This design comes from an exercise in tuning for a short achievable clock period and few clock cycles on the open sky130 flow, not from production work. Only simulation tests tie the RTL to the original design; equivalence was not proved. Power is estimated from default activity; no workload was simulated.

==> flow/design.v <==
module remi16_core (
    input  wire        clk,
    input  wire        rst,           
    input  wire        start,         
    input  wire        mode,          
    output wire        ready,
    output reg         done,
    output reg  [1:0]  outcome,       
    output reg  [2:0]  fault_code,    
    input  wire [3:0]  dbg_sel,
    output wire [15:0] dbg_rdata,
    input  wire [14:0] prog_n,        
    output wire [13:0] imem_addr,     
    input  wire [31:0] imem_rdata,
    output wire        dmem_req,
    output wire        dmem_we,
    output wire [17:0] dmem_addr,     
    output wire [7:0]  dmem_wdata,
    input  wire        dmem_gnt,
    input  wire [7:0]  dmem_rdata     
);
    localparam [1:0] OUT_CONTINUE = 2'd0, OUT_HALT = 2'd1, OUT_FAULT = 2'd2;
    localparam [2:0] F_BUS = 3'd1, F_OPCODE = 3'd2, F_REG = 3'd3, F_FETCH = 3'd4;
    reg         run;             
    reg         mode_r;          
    reg  [14:0] pn;              
    reg         d_once;          
    reg         wait_ldpc;       
    reg         pcfix;           
    reg         sfin;            
    reg  [15:0] sfin_pc;
    reg  [15:0] x [0:15];
    reg  [15:0] dbg_q;
    reg  [15:0] fpc;             
    reg         fly;             
    reg  [15:0] ipc;             
    reg  [1:0]  cnt;
    reg  [15:0] q_pc   [0:2];
    reg         q_end  [0:2];    
    reg  [3:0]  q_ff   [0:2];    
    reg         q_mem  [0:2];
    reg         q_st   [0:2];
    reg         q_lit  [0:2];
    reg         q_add  [0:2];
    reg         q_b4   [0:2];    
    reg  [3:0]  q_sA   [0:2];
    reg  [3:0]  q_sB   [0:2];
    reg  [15:0] q_smask[0:2];    
    reg  [3:0]  q_dest [0:2];
    reg  [15:0] q_dmask[0:2];    
    reg         q_wr   [0:2];    
    reg         q_movpc[0:2];
    reg         q_ldpc [0:2];
    reg  [15:0] q_val  [0:2];    
    reg         ev;
    reg  [15:0] e_a, e_b;
    reg         e_we;
    reg  [3:0]  e_dest;
    reg         e_pcres;         
    reg         e_movpc;         
    reg  [15:0] e_npc;
    reg         m_v, m_ph, m_we, m_lw;
    reg  [17:0] m_cur, m_a1;
    reg  [7:0]  m_wd, m_hi;
    reg  [3:0]  m_dest;
    reg  [15:0] m_dm;            
    localparam NB = 3;
    reg  [1:0]  bcnt;
    reg         b_we [0:NB-1];
    reg         b_lw [0:NB-1];
    reg  [17:0] b_a0 [0:NB-1];
    reg  [17:0] b_a1 [0:NB-1];
    reg  [15:0] b_d  [0:NB-1];
    reg  [3:0]  b_dest [0:NB-1];
    reg  [15:0] b_dm [0:NB-1];
    reg         rd0, wbv;
    reg  [3:0]  wb_dest;
    reg  [7:0]  lo;
    wire        m_acc    = m_v && dmem_gnt;
    wire        m_last   = m_acc && m_ph;
    wire        m_free   = !m_v || m_last;
    wire        b_any    = (bcnt != 2'd0);
    wire        ho_ok    = !m_v || (bcnt < NB);
    wire [15:0] ldval    = {dmem_rdata, lo};
    wire        drain_ok = !b_any && (!m_v || (m_last && m_we));
    reg  [15:0] pend;
    reg  [15:0] b_live;          
    integer j;
    always @(*) begin
        b_live = 16'd0;
        for (j = 0; j < NB; j = j + 1)
            if (j < bcnt) b_live = b_live | b_dm[j];
    end
    assign dmem_req   = m_v && !rst;
    assign dmem_we    = m_we;
    assign dmem_addr  = m_cur;
    assign dmem_wdata = m_wd;
    function [17:0] phys;
        input [15:0] a;
        input [1:0]  mb;
        phys = a[15] ? {({1'b0, mb} + 3'd1), a[14:0]} : {3'd0, a[14:0]};
    endfunction
    wire [31:0] iw  = imem_rdata;
    wire [7:0]  iop = iw[7:0];
    wire [7:0]  ia0 = iw[15:8];
    wire [7:0]  ia1 = iw[23:16];
    wire [7:0]  ia2 = iw[31:24];
    wire i_fb   = (ipc[1:0] != 2'b00) || ({1'b0, ipc[15:2]} >= pn);
    wire i_bop  = (iop > 8'd6);
    reg  i_breg;
    always @(*) begin
        case (iop)
            8'h02, 8'h05: i_breg = (ia2[7:4] != 4'd0);
            8'h03, 8'h06: i_breg = (ia0[7:4] != 4'd0) || (ia1[7:4] != 4'd0);
            8'h04:        i_breg = (ia0[7:4] != 4'd0);
            default:      i_breg = 1'b0;
        endcase
    end
    wire        i_st   = (iop == 8'h04);
    wire        i_ld   = (iop == 8'h05);
    wire        i_lit  = (iop == 8'h02);
    wire        i_mov  = (iop == 8'h03);
    wire        i_add  = (iop == 8'h06);
    wire [15:0] i_val  = i_st ? iw[31:16] : iw[23:8];
    wire        i_bbus = (i_st && iw[31:16] == 16'hFFFF) || (i_ld && iw[23:8] == 16'hFFFF);
    wire        i_end  = i_fb || i_bop || i_breg || i_bbus || (iop == 8'h01);
    wire [3:0]  i_sA   = ia0[3:0];
    wire [3:0]  i_sB   = ia1[3:0];
    wire [3:0]  i_dest = i_lit ? ia2[3:0] : i_mov ? ia1[3:0] : i_add ? 4'd1 : ia2[3:0];
    wire        i_d0   = (i_dest == 4'd0);
    wire        i_wr   = ((i_lit || i_mov) && !i_d0) || i_add;
    wire        i_useM = (i_st || i_ld) && (i_val[15] || i_val == 16'h7FFF);
    wire        i_useA = i_mov || i_add || i_st;
    wire [15:0] i_smask = ((i_useA && i_sA != 4'd0) ? (16'd1 << i_sA) : 16'd0) |
                          ((i_add && i_sB != 4'd0) ? (16'd1 << i_sB) : 16'd0) |
                          (i_useM ? 16'h0020 : 16'd0);
    wire [15:0] i_dmask = ((i_wr || i_ld) && !i_d0) ? (16'd1 << i_dest) : 16'd0;
    wire [15:0] i_tgt  = iw[23:8] + 16'd4;
    wire        i_jmp  = fly && i_lit && (ia2 == 8'h00) && (iw[23:8] != ipc);
    wire [15:0] e_res   = e_a + e_b;
    wire        e_redir = ev && e_movpc && mode_r;
    wire        e_wr    = ev && e_we;
    wire        q0v  = (cnt != 2'd0);
    wire [15:0] hpc  = q_pc[0];
    wire [3:0]  sA   = q_sA[0];
    wire [3:0]  sB   = q_sB[0];
    function [15:0] rd;
        input [3:0] r;
        if (r == 4'd0)                     rd = hpc;
        else if (e_wr && e_dest == r)      rd = e_res;
        else if (wbv && wb_dest == r)      rd = ldval;
        else                               rd = x[r];
    endfunction
    wire [15:0] vA = rd(sA);
    wire [15:0] vB = rd(sB);
    wire [1:0]  vM = (e_wr && e_dest == 4'd5) ? (e_a[1:0] + e_b[1:0]) :
                     (wbv && wb_dest == 4'd5) ? lo[1:0] : x[5][1:0];
    wire d_hz    = |(pend & q_smask[0]);
    wire [3:0] c_oh = {cnt == 2'd3, cnt == 2'd2, cnt == 2'd1, cnt == 2'd0};
    wire d_block = (!mode_r && d_once) || wait_ldpc || pcfix || e_redir;
    wire d_ok    = run && q0v && !d_block;
    wire d_go    = d_ok && !q_end[0] && !d_hz && (!q_mem[0] || ho_ok);
    wire d_alu   = d_go && !q_mem[0];
    wire d_disp  = d_go && q_mem[0];
    wire [15:0] kmask = (d_alu && q_wr[0]) ? q_dmask[0] : 16'd0;
    wire        killB0 = |(b_dm[0] & kmask);
    wire        killM = |(m_dm & kmask);
    wire [17:0] d_p0 = phys(q_val[0], vM);
    wire [15:0] d_ea1 = q_val[0] + 16'd1;
    wire [17:0] d_p1 = phys(d_ea1, vM);
    wire [3:0]  qff  = q_ff[0];
    wire [2:0]  d_fc = qff[3] ? F_FETCH : qff[2] ? F_OPCODE : qff[1] ? F_REG :
                       qff[0] ? F_BUS : 3'd0;
    wire f_d   = d_ok && q_end[0] && drain_ok;
    wire f_sm  = sfin && drain_ok;
    wire f_pf  = pcfix && !mode_r;
    wire fin   = run && (f_d || f_sm || f_pf);
    wire [15:0] x0p4 = x[0] + 16'd4;
    reg  [15:0] fin_pc;
    always @(*) begin
        if (f_d)       fin_pc = hpc;
        else if (f_sm) fin_pc = sfin_pc;
        else           fin_pc = x0p4;
    end
    wire [1:0] fin_oc = !f_d ? OUT_CONTINUE : (qff != 4'd0) ? OUT_FAULT : OUT_HALT;
    assign imem_addr = fpc[15:2];
    assign ready     = !run;
    assign dbg_rdata = dbg_q;
    wire redir_ld = pcfix && mode_r;                     
    wire ldpc_go  = d_disp && q_ldpc[0] && mode_r;
    wire issue    = !wait_ldpc && ({1'b0, cnt} + {2'b0, fly} <= 3'd2);
    reg  [15:0] xn0;
    always @(*) begin
        if (rst)                              xn0 = 16'd0;
        else if (fin)                         xn0 = fin_pc;
        else if (wbv && wb_dest == 4'd0)      xn0 = ldval;
        else                                  xn0 = x[0];
    end
    integer i;
    always @(posedge clk) begin
        x[0] <= xn0;
        for (i = 1; i < 16; i = i + 1) begin
            if (rst)                              x[i] <= 16'd0;
            else if (e_wr && e_dest == i)         x[i] <= e_res;
            else if (wbv && wb_dest == i)         x[i] <= ldval;
        end
        if (rst)                                  dbg_q <= 16'd0;
        else if (dbg_sel == 4'd0)                 dbg_q <= xn0;
        else if (e_wr && e_dest == dbg_sel)       dbg_q <= e_res;
        else if (wbv && wb_dest == dbg_sel)       dbg_q <= ldval;
        else                                      dbg_q <= x[dbg_sel];
    end
    reg [1:0] cnt_p, b_cp;
    reg       b_pop, b_push;
    integer k;
    always @(posedge clk) begin
        rd0 <= 1'b0;
        wbv <= 1'b0;
        done <= 1'b0;
        if (rd0) lo <= dmem_rdata;
        e_a     <= q_lit[0] ? q_val[0] : vA;
        e_b     <= q_add[0] ? vB : q_b4[0] ? 16'd4 : 16'd0;
        e_we    <= q_wr[0];
        e_dest  <= q_dest[0];
        e_pcres <= q_b4[0];
        e_movpc <= q_movpc[0];
        e_npc   <= hpc + 16'd4;
        if (rst) begin
            run       <= 1'b0;
            mode_r    <= 1'b0;
            d_once    <= 1'b0;
            wait_ldpc <= 1'b0;
            pcfix     <= 1'b0;
            sfin      <= 1'b0;
            pend      <= 16'd0;
            fpc       <= 16'd0;
            fly       <= 1'b0;
            cnt       <= 2'd0;
            ev        <= 1'b0;
            m_v       <= 1'b0;
            bcnt      <= 2'd0;
            outcome   <= OUT_CONTINUE;
            fault_code <= 3'd0;
        end else if (!run) begin
            if (start) begin
                run    <= 1'b1;
                mode_r <= mode;
                pn     <= prog_n;
                d_once <= 1'b0;
                fly    <= 1'b1;
                ipc    <= fpc;
                fpc    <= fpc + 16'd4;
                cnt    <= 2'd0;
            end
        end else begin
            pend <= (pend & ~kmask &
                     ((m_last && m_lw) ? ~(m_dm & ~b_live) : 16'hFFFF)) |
                    ((d_disp && !q_st[0]) ? q_dmask[0] : 16'd0);
            for (j = 0; j < NB; j = j + 1)
                if (|(b_dm[j] & kmask)) begin b_lw[j] <= 1'b0; b_dm[j] <= 16'd0; end
            if (killM) begin m_lw <= 1'b0; m_dm <= 16'd0; end
            if (m_acc && !m_ph) begin
                m_ph  <= 1'b1;
                m_cur <= m_a1;
                m_wd  <= m_hi;
                rd0   <= !m_we;
            end
            if (m_last && m_lw && !killM) begin
                wbv     <= 1'b1;
                wb_dest <= m_dest;
            end
            if (m_free) begin
                if (b_any) begin
                    m_v <= 1'b1; m_ph <= 1'b0; m_we <= b_we[0];
                    m_lw <= b_lw[0] && !killB0; m_dm <= killB0 ? 16'd0 : b_dm[0];
                    m_cur <= b_a0[0]; m_a1 <= b_a1[0];
                    m_wd <= b_d[0][7:0]; m_hi <= b_d[0][15:8]; m_dest <= b_dest[0];
                end else if (d_disp) begin
                    m_v <= 1'b1; m_ph <= 1'b0; m_we <= q_st[0];
                    m_lw <= !q_st[0]; m_dm <= q_st[0] ? 16'd0 : q_dmask[0];
                    m_cur <= d_p0; m_a1 <= d_p1;
                    m_wd <= vA[7:0]; m_hi <= vA[15:8]; m_dest <= q_dest[0];
                end else begin
                    m_v <= 1'b0;
                end
            end
            b_pop  = m_free && b_any;
            b_push = d_disp && !(m_free && !b_any);
            b_cp   = bcnt - {1'b0, b_pop};
            bcnt  <= b_cp + {1'b0, b_push};
            for (j = 0; j < NB; j = j + 1) begin
                if (b_push && b_cp == j) begin
                    b_we[j] <= q_st[0];
                    b_lw[j] <= !q_st[0]; b_dm[j] <= q_st[0] ? 16'd0 : q_dmask[0];
                    b_a0[j] <= d_p0; b_a1[j] <= d_p1; b_d[j] <= vA; b_dest[j] <= q_dest[0];
                end else if (b_pop && j < NB - 1) begin
                    b_we[j] <= b_we[j+1];
                    b_lw[j] <= b_lw[j+1] && !(|(b_dm[j+1] & kmask));
                    b_dm[j] <= (|(b_dm[j+1] & kmask)) ? 16'd0 : b_dm[j+1];
                    b_a0[j] <= b_a0[j+1]; b_a1[j] <= b_a1[j+1]; b_d[j] <= b_d[j+1];
                    b_dest[j] <= b_dest[j+1];
                end
            end
            if (d_go) d_once <= 1'b1;
            ev <= d_alu;
            if (d_disp && !mode_r && !q_ldpc[0]) begin
                sfin    <= 1'b1;
                sfin_pc <= hpc + 16'd4;
            end
            if (ev && !mode_r) begin
                sfin    <= 1'b1;
                sfin_pc <= e_pcres ? e_res : e_npc;
            end
            if (ldpc_go)
                wait_ldpc <= 1'b1;
            if (wbv && wb_dest == 4'd0)
                pcfix <= 1'b1;
            if (i_jmp) begin
                fly <= 1'b0;
                fpc <= i_tgt;
            end else begin
                fly <= issue;
                if (issue) begin
                    ipc <= fpc;
                    fpc <= fpc + 16'd4;
                end
            end
            cnt_p = cnt - {1'b0, d_go};
            cnt <= cnt_p + {1'b0, fly};
            for (k = 0; k < 3; k = k + 1) begin
                if (fly && (d_go ? c_oh[k+1] : c_oh[k])) begin
                    q_pc[k]    <= ipc;
                    q_end[k]   <= i_end;
                    q_ff[k]    <= {i_fb, i_bop, i_breg, i_bbus};
                    q_mem[k]   <= i_st || i_ld;
                    q_st[k]    <= i_st;
                    q_lit[k]   <= i_lit;
                    q_add[k]   <= i_add;
                    q_b4[k]    <= (i_lit || i_mov) && i_d0;
                    q_sA[k]    <= i_sA;
                    q_sB[k]    <= i_sB;
                    q_smask[k] <= i_smask;
                    q_dest[k]  <= i_dest;
                    q_dmask[k] <= i_dmask;
                    q_wr[k]    <= i_wr;
                    q_movpc[k] <= i_mov && i_d0;
                    q_ldpc[k]  <= i_ld && i_d0;
                    q_val[k]   <= i_val;
                end else if (d_go && k < 2) begin
                    q_pc[k]    <= q_pc[k+1];
                    q_end[k]   <= q_end[k+1];
                    q_ff[k]    <= q_ff[k+1];
                    q_mem[k]   <= q_mem[k+1];
                    q_st[k]    <= q_st[k+1];
                    q_lit[k]   <= q_lit[k+1];
                    q_add[k]   <= q_add[k+1];
                    q_b4[k]    <= q_b4[k+1];
                    q_sA[k]    <= q_sA[k+1];
                    q_sB[k]    <= q_sB[k+1];
                    q_smask[k] <= q_smask[k+1];
                    q_dest[k]  <= q_dest[k+1];
                    q_dmask[k] <= q_dmask[k+1];
                    q_wr[k]    <= q_wr[k+1];
                    q_movpc[k] <= q_movpc[k+1];
                    q_ldpc[k]  <= q_ldpc[k+1];
                    q_val[k]   <= q_val[k+1];
                end
            end
            if (e_redir) begin
                cnt <= 2'd0;
                fly <= 1'b0;
                fpc <= e_res;
            end
            if (ldpc_go) begin
                cnt <= 2'd0;
                fly <= 1'b0;
            end
            if (redir_ld) begin
                pcfix     <= 1'b0;
                wait_ldpc <= 1'b0;
                cnt <= 2'd0;
                fly <= 1'b0;
                fpc <= x0p4;
            end
            if (fin) begin
                run        <= 1'b0;
                done       <= 1'b1;
                outcome    <= fin_oc;
                fault_code <= f_d ? d_fc : 3'd0;
                ev         <= 1'b0;
                cnt        <= 2'd0;
                fly        <= 1'b0;
                fpc        <= fin_pc;
                sfin       <= 1'b0;
                pend       <= 16'd0;
                pcfix      <= 1'b0;
                wait_ldpc  <= 1'b0;
            end
        end
    end
endmodule
==> flow/run.sh <==
#!/bin/bash
# synth_recipe.tcl (not shown) runs the flow's synth.tcl, then flattens the netlist and writes it again
# the make line also repeats each setting of config.mk as NAME=value (left out here)
make -C /OpenROAD-flow-scripts/flow DESIGN_CONFIG=/design/flow/config.mk WORK_HOME=/design/flow/orfs CLKGATE_MAP_FILE= SYNTH_SCRIPT=/design/flow/synth_recipe.tcl finish
==> flow/config.mk <==
export PLATFORM = sky130hd
export DESIGN_NAME = remi16_core
export DESIGN_NICKNAME = remi16_core
export VERILOG_FILES = /design/flow/design.v
export SDC_FILE = /design/flow/constraint.sdc
export NUM_CORES = 4
export LEC_CHECK = 0
export ABC_CLOCK_PERIOD_IN_PS = 2500
export CAP_MARGIN = 20
export CORE_MARGIN = 2
export CORE_UTILIZATION = 40
export PLACE_DENSITY = 0.6
export SETUP_SLACK_MARGIN = 3.3
export SLEW_MARGIN = 20
==> flow/constraint.sdc <==
create_clock -name core_clock -period 6.0 [get_ports {clk}]
set_input_delay 1.2000 -clock core_clock [delete_from_list [all_inputs] [get_ports {clk}]]
set_output_delay 1.2000 -clock core_clock [all_outputs]
set_load 0.01 [all_outputs]
==> summary.txt <==
[per-stage QoR]
| step | worst slack, ps | std cells | power (uW) | util (%) |
|---|---|---|---|---|
| 3_3_place_gp | 1080 | 6960 | 8620 | 43.0 |
| 4_1_cts | 3080 | 7476 | 15600 | 50.0 |
| 6_report | 2870 | 7674 | 15800 | 53.3 |
| 3_5_place_dp | 959 | 6962 | 8630 | 43.0 |
| 2_1_floorplan | 1270 | 5413 | 8160 | - |
| 5_1_grt | 2900 | 7669 | 16100 | 53.3 |
[area by class of cell]
cell class	instances	area, sq um
Clock inverter	47	526
Tap cell	1755	2200
Sequential cell	1003	26400
Antenna cell	5	12.5
Timing Repair Buffer	776	8700
Clock buffer	154	3060
Fill cell	11300	61600
Inverter	135	546
Multi-Input combinational cell	3799	28800
[logic make-up (layout without fill, tap and decap cells)]
| kind of cell | count (synthesis) | count (layout) |
|---|---|---|
| and+or+nand+nor | 1721 | 1736 |
| AOI/OAI and AO/OA | 1529 | 1535 |
| DFF | 1003 | 1003 |
| buffers and inverters | 632 | 1112 |
| muxes | 375 | 375 |
| xor gates and xnor gates | 108 | 108 |
| adders and majority gates | 44 | 44 |
| other | 1 | 6 |
[critical path, delay by kind of cell (launching register included)]
family          cells  cell delay [ps]
compound gates      3              690
buf+inv             5              720
flops               1              400
mux                 2              620
simple gates        2              430
[cell usage in the layout (no fill, tap or decap), types with 38 or more instances in the layout]
cell type and count:
mux2_2 109, nand2_1 598, o21ai_2 41, a211oi_1 250
clkbuf_16 135, nand3_1 122, a22oi_1 218, xor2_1 45
o21ai_0 166, buf_6 99, nor3_1 47, a21oi_1 189
o22ai_1 47, dfxtp_1 344, nor2_1 376, a311oi_1 39
mux2i_1 208, nand4_1 85, o21ai_1 52, xnor2_1 56
buf_4 387, edfxtp_1 623, mux2_4 39, nor2b_1 38
dlygate4sd2_1 54, nand2_2 55, buf_12 85, a222oi_1 48
inv_1 118
[flip-flops by register name, summed over array words and instances, names as in the netlist, 48 cells and up]
name	cells
x	256
q_pc	48
q_val	48
q_smask	48
b_a0	54
q_dmask	48
b_dm	48
b_a1	54
b_d	48
[what timing repair did]
item,4_1_cts,5_1_grt
endpoints found under the setup margin,1386,862
setup buffers,269,156
pin swaps,153,238
cloned,44,35
gates resized for setup,812,598
[synth_stat cells (38+ instances only)]
cell type,count
clkbuf_1,369
a21oi_1,225
a311oi_1,41
mux2i_1,227
inv_1,130
xor2_1,46
nand4_1,85
nor3_1,61
nand2_1,694
mux2_2,148
a211oi_1,263
o221ai_1,38
xnor2_1,62
o21ai_0,257
and3_1,39
edfxtp_1,623
nor2_1,418
ha_1,43
a222oi_1,48
buf_2,82
dfxtp_1,380
a22oi_1,236
a31oi_1,39
o22ai_1,84
and2_1,46
nor2b_1,42
nand3_1,146
[where the power goes]
part           switching [uW]  total, uW  internal, uW
Clock                    3060       6890          3830
Combinational             865       1390           522
Sequential                132       7510          7380
Total                    4060      15800         11700
[per-layer routing]
layer,vias to the layer above,share of wire (%)
li1,21400,-
met1,24900,38
met2,4429,40
met3,1143,15
met4,24,6.9
met5,-,0.068
[worst max path at each step]
stage                           end  cells past startpoint
6_report        b_d[1][4]$_DFFE_PP_                     12
4_1_cts           m_wd[4]$_DFFE_PP_                     11
3_3_place_gp   b_dm[1][0]$_DFFE_PP_                     13
5_1_grt           m_wd[4]$_DFFE_PP_                     12
2_1_floorplan    q_add[2]$_DFFE_PP_                      3
3_5_place_dp   b_dm[1][6]$_DFFE_PP_                     13
==> results.toml <==
[logic_synthesis]
synth.area.top_cells = "edfxtp_1 35%, dfxtp_1 14%, nand2_1 4.9%, mux2i_1 4.3%, a211oi_1 3.7%"
seq_area_frac_synth_pct = 49.4
synthSimpleGateAreaFrac_pct = 15.4
synth.distinct_cells = 103
synthesis.area_sq_um = 53200
synth_cells = 5413
synth_top_family_by_area = "compound AO/OA/AOI/OAI gates"
syn_nets = 5521
synth_top_cell_area_share_pct = 35.1
syn_avg_cell_area_sq_um = 9.83
ys_async_sr_fraction_pct = 0
synthFlopType = "edfxtp_1"
synth_xor_area_share_pct = 1.78
synth.mux.area_fraction_pct = 7.40
yosys_register_bits = 1003
yosysTopAreaCell = "edfxtp_1"
yosysWarningCount = 26
synth_enable_flop_cells = 623
synth_adder_area_share_pct = 1.05
synth_compound_area_share_pct = 20.1

[pwr]
p_leak_uw = 0.0254
power_density_nw_per_um2 = 225
peakVddDrop_v = 0.000237

[detailed_routing]
antenna_left = 0
drt-vias-per-instance = 6.76
drt_iter0_drc = 9062
post_drt_wl_per_cell_um = 32.1
drc = 0
drtPass1Iterations = 12
vias = 51900
routed_wl_um = 246000

[sta]
period_needed_ps = 3130
fin_skew_ps = 77.9
setup_viol_count_final = 0
finalCritPeriodShare_pct = 52.2
hold_viol_final = 0
worstMarginPinSlew_ps = 1230
max_freq_ghz = 0.319
slew_viol_final = 0
hold_slack_ps = 363
slew_headroom_pct = 18.1
tns_ps = 0
rsz0062_at_grt = "yes"

[global_route]
grt_pass1_wl_um = 338000
grt_pass1_vias = 46500
met3_usage_pct = 11.5
antenna_found_initial = 15
overflow = 0
globalRoute.busiestLayer = "met1"
track_usage_pct = 33.8
met2_usage_pct = 46.4
grt_start_max_net_pins = 84
use_met1_pct = 46.5

[layout]
syn2layout_area_growth_pct = 31.9
stdcell_area_sq_um = 70200
drive_above_1_share_pct = 28.4
nets = 5930

[floorplan]
core-area_sq_um = 132000
die-area_sq_um = 136000
num_rows = 133
die_y_um = 369
ios = 129
start_util_pct = 40.4
chipWidth_um = 369

[clock_tree]
clkSlewWorstSetupHoldPaths_ps = 70
htree_levels = 3
cts_tree = "yes"
cts_buffers = 107
clk_latency_ps = 770
clockRootBuffer = "clkbuf_16"
cts.sinks = 1003
clk_path_buf_depth = 3
cts_hold_buf = 0

[hold_path]
hold_class = "register to register"
worstHoldStart = "q_movpc[0]$_DFFE_PP_"
whs_endpoint = "e_movpc$_DFF_P_"
min_path_cells = 0

[worst_setup_path]
critPathSlowestCell = "edfxtp_1"
worstReg2RegStart = "q_sA[0][2]$_DFFE_PP_"
cp.required_ps = 6510
critPathMaxFanout = 6
path_class = "register to register"
end_kind = "register"
slowest_delay_ps = 400
cp-start-kind = "register"
cp.arrival_ps = 3640
path_cells = "buf_8, buf_12, buf_6, nor4bb_4, buf_12, buf_12, a222oi_1, and3_1, a31oi_4, mux2i_4, a21oi_4, mux2_4"
reg2reg_depth = 12
timing.rr.end = "b_d[1][4]$_DFFE_PP_"
startpoint = "q_sA[0][2]$_DFFE_PP_"
crit_path_frequent_cell = "buf_12"
reg2reg_slack_ps = 2870

[job]
drv_cap = 0

[placed_design]
place_area_sq_um = 56700
hpwl_um = 144000
io_buffers = 128
place.gp.congestion = 0.993

[status]
outcome = "complete, no violations"
Testbench counts, summed over its fixed seeds: cycles 7,821.

==> port drivers added, routing unchanged <==
How much do the figures lean on ideal ports? The routed layout below was timed once more, with nothing changed but the port constraints. Step 1 assumes that a clkbuf_16 drives the clock port and a buf_2 every other input. Step 2 also shifts input and output timing later by t, the mid clock arrival at the registers, as if the neighbouring blocks saw the same clock. Slacks: no drivers / after step 1 / after step 2; pairs: no drivers / after step 1.
t, ns: 0.811
setup WS [ns]: 2.869 / 2.869 / 2.260
hold WS [ns]: 0.363 / 0.363 / 0.363
worst data-port slew with drivers (ns): 0.18
cell pins on the clock port's net: 1
After both steps this run still meets setup and hold. For this run, drivers alone change the setup slack by 0.000 ns; drivers and shift together by -0.609 ns.
